This is an optimization exercise on Yosys and OpenROAD, whose aim is small area, a short achievable clock period and few clock cycles per item, not a production implementation.
The RTL was checked by simulation tests, not by an equivalence proof against the original design.

==> inputs of job 749 <==
==> flow/design.v (excerpt) <==
module cse_pixel (
    input  wire       clk,
    input  wire       rst,
    input  wire       in_valid,
    output wire       in_ready,
    input  wire [2:0] in_op,
    input  wire [7:0] in_a,
    input  wire [7:0] in_b,
    input  wire [7:0] in_c,
    input  wire [7:0] in_k,
    input  wire [7:0] in_shi,
    input  wire [7:0] in_vhi,
    output reg        out_valid,
    input  wire       out_ready,
    output reg  [7:0] out_a,
    output reg  [7:0] out_b,
    output reg  [7:0] out_c,
    output reg  [7:0] out_k
);
==> module cse_tohsv, before the edit <==
module cse_tohsv (
    input  wire [7:0] a,
    input  wire [7:0] b,
    input  wire [7:0] c,
    input  wire       fwd,
    output wire [7:0] mx,
    output wire [7:0] delta,
    output wire [7:0] hb_s,     
    output wire [7:0] lb_s,
    output wire [7:0] hb_u,     
    output wire [7:0] lb_u,
    output wire [1:0] sel,      
    output wire       neg       
);
    wire [7:0] x_ab, x_bc, x_ca, i_ab, i_bc, i_ca;
    wire       g_ab, g_bc, g_ca, e_ab, e_bc, e_ca;
    cse_rca #(8) u_ab (.a(a), .b(~b), .ci(1'b0), .s(x_ab), .co(g_ab));
    cse_rca #(8) u_bc (.a(b), .b(~c), .ci(1'b0), .s(x_bc), .co(g_bc));
    cse_rca #(8) u_ca (.a(c), .b(~a), .ci(1'b0), .s(x_ca), .co(g_ca));
    cse_rca #(8) u_iab (.a(x_ab), .b(8'd0), .ci(1'b1), .s(i_ab), .co(e_ab));    
    cse_rca #(8) u_ibc (.a(x_bc), .b(8'd0), .ci(1'b1), .s(i_bc), .co(e_bc));
    cse_rca #(8) u_ica (.a(x_ca), .b(8'd0), .ci(1'b1), .s(i_ca), .co(e_ca));
    wire l_ab = ~g_ab & ~e_ab;              
    wire l_bc = ~g_bc & ~e_bc;
    wire l_ca = ~g_ca & ~e_ca;
    wire [7:0] m_ab = g_ab ? x_ab : ~i_ab;  
    wire [7:0] m_bc = g_bc ? x_bc : ~i_bc;
    wire [7:0] m_ca = g_ca ? x_ca : ~i_ca;
    wire amax = ~l_ab & ~g_ca;               
    wire bmax = ~amax & ~l_bc;               
    wire amin = ~g_ab & ~l_ca;               
    wire bmin = ~amin & ~g_bc;
    assign mx = amax ? a : bmax ? b : c;
    wire cmid = (amax & bmin) | (bmax & amin);
    wire amid = ~amax & ~amin;
    wire [7:0] dm1 = cmid ? m_ab : amid ? m_bc : m_ca;
    wire [7:0] dl;
    wire       dc;
    cse_rca #(8) u_dl (.a(dm1), .b(8'd0), .ci(1'b1), .s(dl), .co(dc));
    assign delta = dl;
    wire dnz = ~dc;                          
    assign hb_s = dm1 & {8{dnz}};
    assign lb_s = ~dm1 & {8{dnz}};
    wire sa = fwd ? amin : amax;
    wire sb = fwd ? bmin : bmax;
    assign sel = sa ? 2'd0 : sb ? 2'd1 : 2'd2;
    wire [7:0] am1 = sa ? m_bc : sb ? m_ca : m_ab;    
    wire       lt  = sa ? l_bc : sb ? l_ca : l_ab;
    wire       anz = sa ? ~e_bc : sb ? ~e_ca : ~e_ab;
    assign hb_u = am1 & {8{anz}};
    assign lb_u = ~am1 & {8{anz}};
    assign neg  = lt ^ fwd;
endmodule
==> module cse_hue, before the edit <==
module cse_hue (
    input  wire [1:0] sel,
    input  wire       neg,
    input  wire [7:0] u,
    output wire [7:0] h
);
    wire [4:0] dd;
    wire       ddc;
    cse_rca #(5) u_dd (.a({1'b0, u[3:0]}), .b(~{1'b0, u[7:4]}), .ci(1'b1), .s(dd), .co(ddc));
    reg [4:0] rho;
    integer k;
    always @(*) begin
        rho = 5'd0;
        for (k = -15; k <= 15; k = k + 1)
            if (dd == k[4:0]) rho = ((4 * k) % 17 + 17) % 17;
    end
    reg [5:0] a;
    reg [1:0] r3;
    reg [2:0] t3;
    integer j;
    always @(*) begin
        r3 = 2'd0;
        for (j = 6; j >= 0; j = j - 1) begin
            t3 = {r3, u[j+1]};
            if (j < 6) a[j] = t3[2] | (t3[1] & t3[0]);
            r3 = (t3[2] | (t3[1] & t3[0])) ? t3 - 3'd3 : t3[1:0];
        end
    end
    wire [4:0] b  = {r3, u[0], 2'b00};
    wire       nz = (u != 8'd0);
    wire       nr = neg & nz & (sel == 2'd0);
    wire       ng = neg & nz & (sel != 2'd0);
    wire [4:0] x1, x2;
    wire       b_gt_r, r_gt_b;
    cse_rca #(5) u_c1 (.a(b), .b(~rho), .ci(1'b0), .s(x1), .co(b_gt_r));
    cse_rca #(5) u_c2 (.a(rho), .b(~b), .ci(1'b0), .s(x2), .co(r_gt_b));
    wire [5:0] x3;
    wire       c3;                      
    cse_rca #(6) u_c3 (.a({1'b0, b}), .b(~({1'b0, rho} + 6'd8)), .ci(1'b1), .s(x3), .co(c3));
    wire rz = (rho == 5'd0);
    reg [1:0] dp;
    reg       dm;
    always @(*) begin
        dm = 1'b0;
        dp = 2'd0;
        if (ng)      dp = rz ? {1'b0, b != 5'd0} : {c3, ~c3};
        else if (nr) dp = {1'b0, b_gt_r};
        else         dm = r_gt_b;
    end
    wire [5:0] g;
    wire       gc;
    cse_rca #(6) u_g (.a(a), .b(dm ? 6'h3f : {4'd0, dp}), .ci(1'b0), .s(g), .co(gc));
    wire [7:0] hb = nr ? 8'd255 : (sel == 2'd0) ? 8'd0 : (sel == 2'd1) ? 8'd85 : 8'd170;
    wire       sb = nr | ng;
    wire [7:0] hh;
    wire       hc;
    cse_rca #(8) u_h (.a(hb), .b(sb ? ~{2'b00, g} : {2'b00, g}), .ci(sb), .s(hh), .co(hc));
    assign h = (nr & (u < 8'd5)) ? 8'd0 : hh;       
endmodule
export LEC_CHECK = 0
export ABC_AREA = 1
export CAP_MARGIN = 20
export CORE_MARGIN = 2
export CORE_UTILIZATION = 40
export CTS_CLUSTER_DIAMETER = 150
export CTS_CLUSTER_SIZE = 24
export SLEW_MARGIN = 20
create_clock -name core_clock -period 95.0 [get_ports {clk}]
run.sh (not shown) runs the stock make flow with config.mk's settings and CLKGATE_MAP_FILE= SYNTH_SCRIPT=/design/flow/synth_recipe.tcl, a recipe that flattens the netlist after the stock synthesis.
==> job 9248: changes against job 749 <==
--- a/flow/design.v
+++ b/flow/design.v
@@ -13,31 +13,29 @@
     output wire       neg       
 );
-    wire [7:0] x_ab, x_bc, x_ca, i_ab, i_bc, i_ca;
-    wire       g_ab, g_bc, g_ca, e_ab, e_bc, e_ca;
+    wire [7:0] x_ab, x_ba, x_bc, x_cb, x_ca, x_ac;
+    wire       g_ab, g_ba, g_bc, g_cb, g_ca, g_ac;
     cse_rca #(8) u_ab (.a(a), .b(~b), .ci(1'b0), .s(x_ab), .co(g_ab));
+    cse_rca #(8) u_ba (.a(b), .b(~a), .ci(1'b0), .s(x_ba), .co(g_ba));
     cse_rca #(8) u_bc (.a(b), .b(~c), .ci(1'b0), .s(x_bc), .co(g_bc));
+    cse_rca #(8) u_cb (.a(c), .b(~b), .ci(1'b0), .s(x_cb), .co(g_cb));
     cse_rca #(8) u_ca (.a(c), .b(~a), .ci(1'b0), .s(x_ca), .co(g_ca));
-    cse_rca #(8) u_iab (.a(x_ab), .b(8'd0), .ci(1'b1), .s(i_ab), .co(e_ab));    
-    cse_rca #(8) u_ibc (.a(x_bc), .b(8'd0), .ci(1'b1), .s(i_bc), .co(e_bc));
-    cse_rca #(8) u_ica (.a(x_ca), .b(8'd0), .ci(1'b1), .s(i_ca), .co(e_ca));
-    wire l_ab = ~g_ab & ~e_ab;              
-    wire l_bc = ~g_bc & ~e_bc;
-    wire l_ca = ~g_ca & ~e_ca;
-    wire [7:0] m_ab = g_ab ? x_ab : ~i_ab;  
-    wire [7:0] m_bc = g_bc ? x_bc : ~i_bc;
-    wire [7:0] m_ca = g_ca ? x_ca : ~i_ca;
-    wire amax = ~l_ab & ~g_ca;               
-    wire bmax = ~amax & ~l_bc;               
-    wire amin = ~g_ab & ~l_ca;               
+    cse_rca #(8) u_ac (.a(a), .b(~c), .ci(1'b0), .s(x_ac), .co(g_ac));
+    wire amax = ~g_ba & ~g_ca;               
+    wire bmax = ~amax & ~g_cb;               
+    wire amin = ~g_ab & ~g_ac;               
     wire bmin = ~amin & ~g_bc;
     assign mx = amax ? a : bmax ? b : c;
-    wire cmid = (amax & bmin) | (bmax & amin);
-    wire amid = ~amax & ~amin;
-    wire [7:0] dm1 = cmid ? m_ab : amid ? m_bc : m_ca;
+    wire [7:0] mn = amin ? a : bmin ? b : c;
     wire [7:0] dl;
     wire       dc;
-    cse_rca #(8) u_dl (.a(dm1), .b(8'd0), .ci(1'b1), .s(dl), .co(dc));
+    cse_rca #(8) u_dl (.a(mx), .b(~mn), .ci(1'b1), .s(dl), .co(dc));
     assign delta = dl;
-    wire dnz = ~dc;                          
+    reg [7:0] dm1;
+    always @(*) begin
+        if (amax)      dm1 = (amin | bmin) ? x_ab : x_ac;    
+        else if (bmax) dm1 = amin ? x_ba : x_bc;
+        else           dm1 = amin ? x_ca : x_cb;
+    end
+    wire dnz = (dl != 8'd0);
     assign hb_s = dm1 & {8{dnz}};
     assign lb_s = ~dm1 & {8{dnz}};
@@ -45,7 +43,12 @@
     wire sb = fwd ? bmin : bmax;
     assign sel = sa ? 2'd0 : sb ? 2'd1 : 2'd2;
-    wire [7:0] am1 = sa ? m_bc : sb ? m_ca : m_ab;    
-    wire       lt  = sa ? l_bc : sb ? l_ca : l_ab;
-    wire       anz = sa ? ~e_bc : sb ? ~e_ca : ~e_ab;
+    reg [7:0] am1;         
+    reg       gt, lt;
+    always @(*) begin
+        if (sa)      begin gt = g_bc; lt = g_cb; am1 = g_bc ? x_bc : x_cb; end
+        else if (sb) begin gt = g_ca; lt = g_ac; am1 = g_ca ? x_ca : x_ac; end
+        else         begin gt = g_ab; lt = g_ba; am1 = g_ab ? x_ab : x_ba; end
+    end
+    wire anz = gt | lt;
     assign hb_u = am1 & {8{anz}};
     assign lb_u = ~am1 & {8{anz}};
@@ -58,7 +61,5 @@
     output wire [7:0] h
 );
-    wire [4:0] dd;
-    wire       ddc;
-    cse_rca #(5) u_dd (.a({1'b0, u[3:0]}), .b(~{1'b0, u[7:4]}), .ci(1'b1), .s(dd), .co(ddc));
+    wire signed [5:0] dd = $signed({2'b00, u[3:0]}) - $signed({2'b00, u[7:4]});
     reg [4:0] rho;
     integer k;
@@ -66,48 +67,34 @@
         rho = 5'd0;
         for (k = -15; k <= 15; k = k + 1)
-            if (dd == k[4:0]) rho = ((4 * k) % 17 + 17) % 17;
+            if (dd == k) rho = ((4 * k) % 17 + 17) % 17;
     end
-    reg [5:0] a;
-    reg [1:0] r3;
-    reg [2:0] t3;
+    wire nz = (u != 8'd0);
+    wire nr = neg & nz & (sel == 2'd0);
+    wire ng = neg & nz & (sel != 2'd0);
+    wire [4:0]  adj = ng ? ((rho == 5'd0) ? 5'd0 : 5'd17 - rho) : (5'd0 - rho);
+    wire [12:0] w;
+    wire        c0;
+    cse_rca #(13) u_w (.a({3'b000, u, 2'b00}),
+                       .b(ng ? {8'd0, adj} : {{8{adj != 5'd0}}, adj}),
+                       .ci(1'b0), .s(w), .co(c0));
+    wire [12:0] K = nr ? 13'd6120 : (sel == 2'd0) ? 13'd0 : (sel == 2'd1) ? 13'd2040 : 13'd4080;
+    wire        sb = nr | ng;
+    wire [12:0] Y;
+    wire        c1;
+    cse_rca #(13) u_y (.a(K), .b(sb ? ~w : w), .ci(sb), .s(Y), .co(c1));
+    wire [9:0] y8 = Y[12:3];
+    reg  [7:0] q3;
+    reg  [1:0] r3;
+    reg  [2:0] t3;
     integer j;
     always @(*) begin
         r3 = 2'd0;
-        for (j = 6; j >= 0; j = j - 1) begin
-            t3 = {r3, u[j+1]};
-            if (j < 6) a[j] = t3[2] | (t3[1] & t3[0]);
-            r3 = (t3[2] | (t3[1] & t3[0])) ? t3 - 3'd3 : t3[1:0];
+        for (j = 9; j >= 0; j = j - 1) begin
+            t3 = {r3, y8[j]};
+            if (j < 8) q3[j] = (t3 >= 3'd3);
+            r3 = (t3 >= 3'd3) ? t3 - 3'd3 : t3[1:0];
         end
     end
-    wire [4:0] b  = {r3, u[0], 2'b00};
-    wire       nz = (u != 8'd0);
-    wire       nr = neg & nz & (sel == 2'd0);
-    wire       ng = neg & nz & (sel != 2'd0);
-    wire [4:0] x1, x2;
-    wire       b_gt_r, r_gt_b;
-    cse_rca #(5) u_c1 (.a(b), .b(~rho), .ci(1'b0), .s(x1), .co(b_gt_r));
-    cse_rca #(5) u_c2 (.a(rho), .b(~b), .ci(1'b0), .s(x2), .co(r_gt_b));
-    wire [5:0] x3;
-    wire       c3;                      
-    cse_rca #(6) u_c3 (.a({1'b0, b}), .b(~({1'b0, rho} + 6'd8)), .ci(1'b1), .s(x3), .co(c3));
-    wire rz = (rho == 5'd0);
-    reg [1:0] dp;
-    reg       dm;
-    always @(*) begin
-        dm = 1'b0;
-        dp = 2'd0;
-        if (ng)      dp = rz ? {1'b0, b != 5'd0} : {c3, ~c3};
-        else if (nr) dp = {1'b0, b_gt_r};
-        else         dm = r_gt_b;
-    end
-    wire [5:0] g;
-    wire       gc;
-    cse_rca #(6) u_g (.a(a), .b(dm ? 6'h3f : {4'd0, dp}), .ci(1'b0), .s(g), .co(gc));
-    wire [7:0] hb = nr ? 8'd255 : (sel == 2'd0) ? 8'd0 : (sel == 2'd1) ? 8'd85 : 8'd170;
-    wire       sb = nr | ng;
-    wire [7:0] hh;
-    wire       hc;
-    cse_rca #(8) u_h (.a(hb), .b(sb ? ~{2'b00, g} : {2'b00, g}), .ci(sb), .s(hh), .co(hc));
-    assign h = (nr & (u < 8'd5)) ? 8'd0 : hh;       
+    assign h = (nr & (u < 8'd5)) ? 8'd0 : q3;     
 endmodule
 module cse_torgb_if (
--- a/flow/config.mk
+++ b/flow/config.mk
@@ -11,4 +11,4 @@
 export CORE_UTILIZATION = 40
 export CTS_CLUSTER_DIAMETER = 150
-export CTS_CLUSTER_SIZE = 24
+export CTS_CLUSTER_SIZE = 30
 export SLEW_MARGIN = 20
==> job 633: changes against job 749 <==
==> flow/flow/run.sh (new file) <==
#!/bin/bash
# The standard layout, except that the buffers put on the input and
# output ports are buf_2 cells (the flow's default picks a delay buffer).
# Runs in the work folder; the make output goes to standard.log, and ORFS
# keeps each step's log under orfs/logs.
set -euo pipefail
echo 'export BUFFER_PORTS_ARGS = -buffer_cell sky130_fd_sc_hd__buf_2' >> config.mk
bash standard.sh > standard.log 2>&1
==> flow/standard.sh (new file) <==
#!/bin/bash
# synth_recipe.tcl (not shown) runs the flow's synth.tcl, then flattens the netlist and writes it again
# the make line also repeats each setting of config.mk as NAME=value (left out here)
make -C /OpenROAD-flow-scripts/flow DESIGN_CONFIG=/design/flow/config.mk WORK_HOME=/design/flow/orfs CLKGATE_MAP_FILE= SYNTH_SCRIPT=/design/flow/synth_recipe.tcl "${@:-finish}"
--- a/flow/config.mk
+++ b/flow/config.mk
@@ -13,2 +13,3 @@
 export CTS_CLUSTER_SIZE = 24
 export SLEW_MARGIN = 20
+export BUFFER_PORTS_ARGS = -buffer_cell sky130_fd_sc_hd__buf_2
removed: flow/run.sh
==> flow_metrics.tcl <==
set metrics [dict create \
    ff2ff_path_depth 70 \
    status "complete, no violations" \
    cp_cell_sequence "clkdlybuf4s50_1" \
    yosys.area.top_type_share_pct 29.6 \
    grt_usage_pct 18.8 \
]
That was job 749.
==> flow_metrics.tcl <==
set metrics [dict create \
    ff2ff_path_depth 73 \
    cp_cell_sequence "buf_2" \
    yosys.area.top_type_share_pct 29.6 \
    drc 0 \
    status "complete, no violations" \
    holdCritPathClass "flop to flop" \
    whs_ps 414 \
]
That was job 633.
==> flow_metrics.tcl <==
set metrics [dict create \
    status "complete, no violations" \
    yosys.area.top_type_share_pct 28.6 \
    grt_usage_pct 18.9 \
    ff2ff_path_depth 62 \
]
That was job 9248.
Testbench counts of job 749, summed over its fixed seeds: cycles 32,040, items 32,000.
Testbench counts of job 9248, summed over its fixed seeds: cycles 32,040, items 32,000.
Testbench counts of job 633, summed over its fixed seeds: cycles 32,040, items 32,000.

-- what the ideal ports hide --
Ports are ideal in the flow. The routed layouts listed here were re-timed in OpenROAD.
Step 1: set_driving_cell puts a clkbuf_16 on clk and a buf_2 on each other input, an assumption about the parent block.
Step 2 times the ports against the registers' clock, not the clock port: input delays grow and output delays shrink by t, the midpoint of the rising clock arrivals with the driver on.
Slacks: ideal / step 1 / step 2; pairs: ideal / step 1.
run	shift t [ns]	setup WS [ns]	worst setup path at the end
job 749	0.574	74.516 / 74.459 / 74.418	input to register
job 9248	0.564	74.513 / 74.458 / 74.504	input to register
job 633	0.578	74.934 / 74.875 / 74.797	input to register
After both steps every run listed still meets setup and hold. For job 633, which loses most, drivers alone change the setup slack by -0.059 ns; drivers and shift together by -0.137 ns.
